This design comes from an exercise in tuning for small area, a short achievable clock period and few clock cycles on the open sky130 flow, not from production work.
In this exercise RTL edits were held to simulation tests only and were not proved equivalent to the original.
Power is estimated from default activity; no workload was simulated.

the baseline:
// drumseq_engine
module drumseq_engine (
    input  wire        clk,
    input  wire        rst,           
    input  wire        cmd_valid,
    output wire        cmd_ready,
    input  wire [31:0] cmd,
    output reg         rsp_valid,
    output reg         rsp_fault,
    output reg  [31:0] rsp_data,    
    input  wire [15:0] now,
    input  wire        pbuf_we,
    input  wire [5:0]  pbuf_addr,
    input  wire [7:0]  pbuf_wdata,
    output wire [7:0]  pbuf_rdata,
    output reg         sdata,
    output reg         sclk,
    output reg         latch,
    output reg         oe
);
    function slot_ok(input [5:0] s);
        case (s[5:3])
            3'd4:    slot_ok = (s[2:0] < 3'd6);
            3'd5:    slot_ok = (s[2:0] < 3'd4);
            3'd6:    slot_ok = (s[2:0] < 3'd3);
            3'd7:    slot_ok = (s[2:0] < 3'd2);
            default: slot_ok = 1'b1;
        endcase
    endfunction
    function [2:0] voice_lm1(input [2:0] v);
        case (v)
            3'd4:    voice_lm1 = 3'd5;
            3'd5:    voice_lm1 = 3'd3;
            3'd6:    voice_lm1 = 3'd2;
            3'd7:    voice_lm1 = 3'd1;
            default: voice_lm1 = 3'd7;
        endcase
    endfunction
    reg  [511:0] pbuf;                  
    wire [511:0] bs;                    
    reg  [31:0]  ob;                    
    reg  [6:0]  current;                
    reg  [5:0]  range_start;
  ...
clock: 24.0 ns
lec_check: 0
cap_margin: 20
core_margin: 2
core_utilization: 50
slew_margin: 20
synth_hierarchical: 1
standard.sh (not shown) runs the stock make flow with config.mk's settings and CLKGATE_MAP_FILE= SYNTH_SCRIPT=/design/flow/synth_recipe.tcl, a recipe that flattens the netlist after the stock synthesis.
==> flow/flow/run.sh <==
#!/bin/bash
# Own layout flow: the standard ORFS flow (standard.sh: the standard
# synthesis, floorplan, placement, CTS, routing, finish) with these changes
# to how the layout is made. The SDC (clock period, I/O delays and loads) is
# the standard flow's, unchanged.
#  - SETUP_SLACK_MARGIN: the timing repairs after CTS and after global
#    routing aim for this much setup slack instead of 0, so that the
#    achieved period (clock period less setup slack) shrinks.
#  - MATCH_CELL_FOOTPRINT=0: those repairs may resize a cell to any cell of
#    the same function, not only one of the same footprint.
#  - BUFFER_PORTS_ARGS: every input and output port still gets a buffer, a
#    plain buf_2 rather than the default delay-cell buffer.
set -euo pipefail
bash standard.sh \
    SETUP_SLACK_MARGIN=12.8 \
    MATCH_CELL_FOOTPRINT=0 \
    'BUFFER_PORTS_ARGS=-buffer_cell sky130_fd_sc_hd__buf_2' \
    'CTS_ARGS=-sink_clustering_enable -repair_clock_nets -dont_use_dummy_load -sink_clustering_size 24 -sink_clustering_max_diameter 80' \
    finish > flow_make.log 2>&1
Testbench counts of the baseline, summed over its fixed seeds: cycles 40,792.
Modified inputs, the candidate compared to the baseline
diff --git a/flow/design.v b/flow/design.v
--- a/flow/design.v
+++ b/flow/design.v
@@ -163,54 +163,59 @@
         else if (d_rdsr && !reg_ok)
             fault = 3'd6;
         else
             fault = 3'd0;
     end
     wire acc    = cmd_valid & ~busy;
     wire ok     = (fault == 3'd0);
     wire acc_ok = acc & ok;
-    wire [63:0] bs_row;
+    wire [7:0]  bs_lo, bs_hi;
     wire [7:0]  bs_rd;
     bs_rd_mux u_bs_rd (.addr({v, imm[5:3]}), .alt({scr[8:6], cnt[2:0]}),
-                       .use_alt(busy), .data(bs), .row(bs_row), .q(bs_rd));
+                       .use_alt(busy), .data(bs), .lo(bs_lo), .hi(bs_hi),
+                       .q(bs_rd));
     wire       bit_val = bs_rd[imm[2:0]];
     wire       bit_new = d_bset ? cmd[24] : ~bit_val;
     wire [7:0] bit_mask = 8'd1 << imm[2:0];
     wire [7:0] bs_mod  = (bs_rd & ~bit_mask) | (bit_mask & {8{bit_new}});
     wire [7:0] pb_rd;
     reg  [7:0] ld_byte;
     always @(posedge clk)
         ld_byte <= pb_rd;
     wire       bs_we    = busy ? (m_cp & ph[0] & ph[1]) : (acc_ok & (d_btgl | d_bset));
     wire [7:0] bs_wdata = rst ? 8'd0 : (busy ? ld_byte : bs_mod);
+    wire [7:0] bs_we_hi_n = ~({8{rst}} | ({8{bs_we}} & bs_hi));
+    wire [7:0] bs_we_lo_n = ~({8{rst}} | bs_lo);
     genvar gs;
     generate
         for (gs = 0; gs < 64; gs = gs + 1) begin : g_bs
             if (slot_ok(gs)) begin : g_slot
                 reg [7:0] q;
                 always @(posedge clk)
-                    if (rst | (bs_we & bs_row[gs]))
+                    if (~(bs_we_hi_n[gs / 8] | bs_we_lo_n[gs % 8]))
                         q <= bs_wdata;
                 assign bs[8*gs +: 8] = q;
             end else begin : g_none
                 assign bs[8*gs +: 8] = 8'd0;
             end
         end
     endgenerate
-    wire [63:0] pb_row;
+    wire [7:0]  pb_lo, pb_hi;
     pbuf_rd_mux u_pb_rd (.addr(pbuf_addr), .alt(scr[5:0]), .use_alt(busy),
-                         .data(pbuf), .row(pb_row), .q(pb_rd));
+                         .data(pbuf), .lo(pb_lo), .hi(pb_hi), .q(pb_rd));
     assign     pbuf_rdata = pb_rd;
     wire       pb_we    = busy ? (m_cp & ~ph[0]) : pbuf_we;
     wire [7:0] pb_wdata = rst ? 8'd0 : (busy ? bs_rd : pbuf_wdata);
+    wire [7:0] pb_we_hi_n = ~({8{rst}} | ({8{pb_we}} & pb_hi));
+    wire [7:0] pb_we_lo_n = ~({8{rst}} | pb_lo);
     integer a;
     always @(posedge clk)
         for (a = 0; a < 64; a = a + 1)
-            if (rst | (pb_we & pb_row[a]))
+            if (~(pb_we_hi_n[a / 8] | pb_we_lo_n[a % 8]))
                 pbuf[8*a +: 8] <= pb_wdata;
     wire [4:0] ob_sel = busy ? cnt : imm[4:0];
     wire       ob_bit = ob[ob_sel];
     wire       sh_bit = scr[8] ? scr[cnt[2:0]] : ob_bit;
     function [16:0] radd(input [15:0] a, input [15:0] b, input ci);
         integer i;
         reg c;
         begin
@@ -486,48 +491,42 @@
     wire [2:0] f = use_alt ? alt : a;
     assign y = 8'd1 << f;
 endmodule
 module sel_or #(parameter N = 8) (input [N-1:0] sel, input [N-1:0] d,
                                    output y);
     assign y = |(sel & d);
 endmodule
 module pbuf_rd_mux (input [5:0] addr, input [5:0] alt, input use_alt,
-                    input [511:0] data, output [63:0] row, output [7:0] q);
-    wire [7:0] lo, hi;
+                    input [511:0] data, output [7:0] lo, output [7:0] hi,
+                    output [7:0] q);
     pbuf_pre3 u_lo (.a(addr[2:0]), .alt(alt[2:0]), .use_alt(use_alt), .y(lo));
     pbuf_pre3 u_hi (.a(addr[5:3]), .alt(alt[5:3]), .use_alt(use_alt), .y(hi));
     genvar i, b, k;
     generate
-        for (i = 0; i < 64; i = i + 1) begin : g_row
-            assign row[i] = hi[i / 8] & lo[i % 8];
-        end
         for (b = 0; b < 8; b = b + 1) begin : g_bit
             wire [7:0] g;
             for (i = 0; i < 8; i = i + 1) begin : g_g
                 wire [7:0] d;
                 for (k = 0; k < 8; k = k + 1) begin : g_d
                     assign d[k] = data[8 * (8 * i + k) + b];
                 end
                 sel_or #(8) u_g (.sel(lo), .d(d), .y(g[i]));
             end
             sel_or #(8) u_q (.sel(hi), .d(g), .y(q[b]));
         end
     endgenerate
 endmodule
 module bs_rd_mux (input [5:0] addr, input [5:0] alt, input use_alt,
-                  input [511:0] data, output [63:0] row, output [7:0] q);
-    wire [7:0] lo, hi;
+                  input [511:0] data, output [7:0] lo, output [7:0] hi,
+                  output [7:0] q);
     pbuf_pre3 u_lo (.a(addr[2:0]), .alt(alt[2:0]), .use_alt(use_alt), .y(lo));
     pbuf_pre3 u_hi (.a(addr[5:3]), .alt(alt[5:3]), .use_alt(use_alt), .y(hi));
     genvar i, b, k;
     generate
-        for (i = 0; i < 64; i = i + 1) begin : g_row
-            assign row[i] = hi[i / 8] & lo[i % 8];
-        end
         for (b = 0; b < 8; b = b + 1) begin : g_bit
             wire [7:0] g;
             for (i = 0; i < 8; i = i + 1) begin : g_g
                 localparam L = (i < 4) ? 8 : (i == 4) ? 6 : (i == 5) ? 4 :
                                (i == 6) ? 3 : 2;
                 wire [L-1:0] d;
                 for (k = 0; k < L; k = k + 1) begin : g_d
                     assign d[k] = data[8 * (8 * i + k) + b];
==> run summary <==
- Cell internal power dissipation improves in the candidate relative to the baseline.
- When the candidate is measured against the baseline, its sum of net half-perimeters after detailed placement turns out 2400 µm higher.
- The candidate vs. the baseline: share of the clock period used by the worst path after layout up 0.49 points; count of clock-buffer cells in the layout down 4.
- Comparing the baseline and the candidate, the lower final routed wirelength across all metal layers is on the candidate.
- Comparing the baseline and the candidate, the higher initial antenna violation count was measured on the baseline.
- Comparing the baseline and the candidate, the lower gate count of the mapped netlist was measured on the candidate.
- Having completed the whole flow, the baseline delivered a layout that passed the timing, design-rule and antenna checks.
- The candidate finished every stage and its layout cleared the timing, design-rule and antenna checks.
- Number of buffers and inverters on the critical path: higher on the baseline
Testbench counts of the candidate, summed over its fixed seeds: cycles 40,792.

[re-timing with driven ports]
Ports are ideal in the flow. The routed layouts listed here were re-timed in OpenROAD. Step 1 sets driving cells, clkbuf_16 on the clock port and buf_2 on the other inputs (assumed; they add their load-dependent delay and slew). Step 2 times the ports against the registers' clock, not the clock port: input delays grow and output delays shrink by t, the midpoint of the rising clock arrivals with the driver on. Three values: no drivers, after step 1, after step 2; two values: the first two.
run	t, ns	slack for setup (ns)	latest minus earliest clock arrival (ns)	worst data-port slew with drivers (ns)	pins driven straight from the clock port
the baseline	0.741	12.482 / 12.442 / 12.442	0.115 / 0.116	0.15	1
the candidate	0.719	12.364 / 12.342 / 12.342	0.088 / 0.088	0.11	1
After both steps every run listed still meets setup and hold. For the baseline, which loses most, drivers alone change the setup slack by -0.040 ns; drivers and shift together by -0.040 ns.
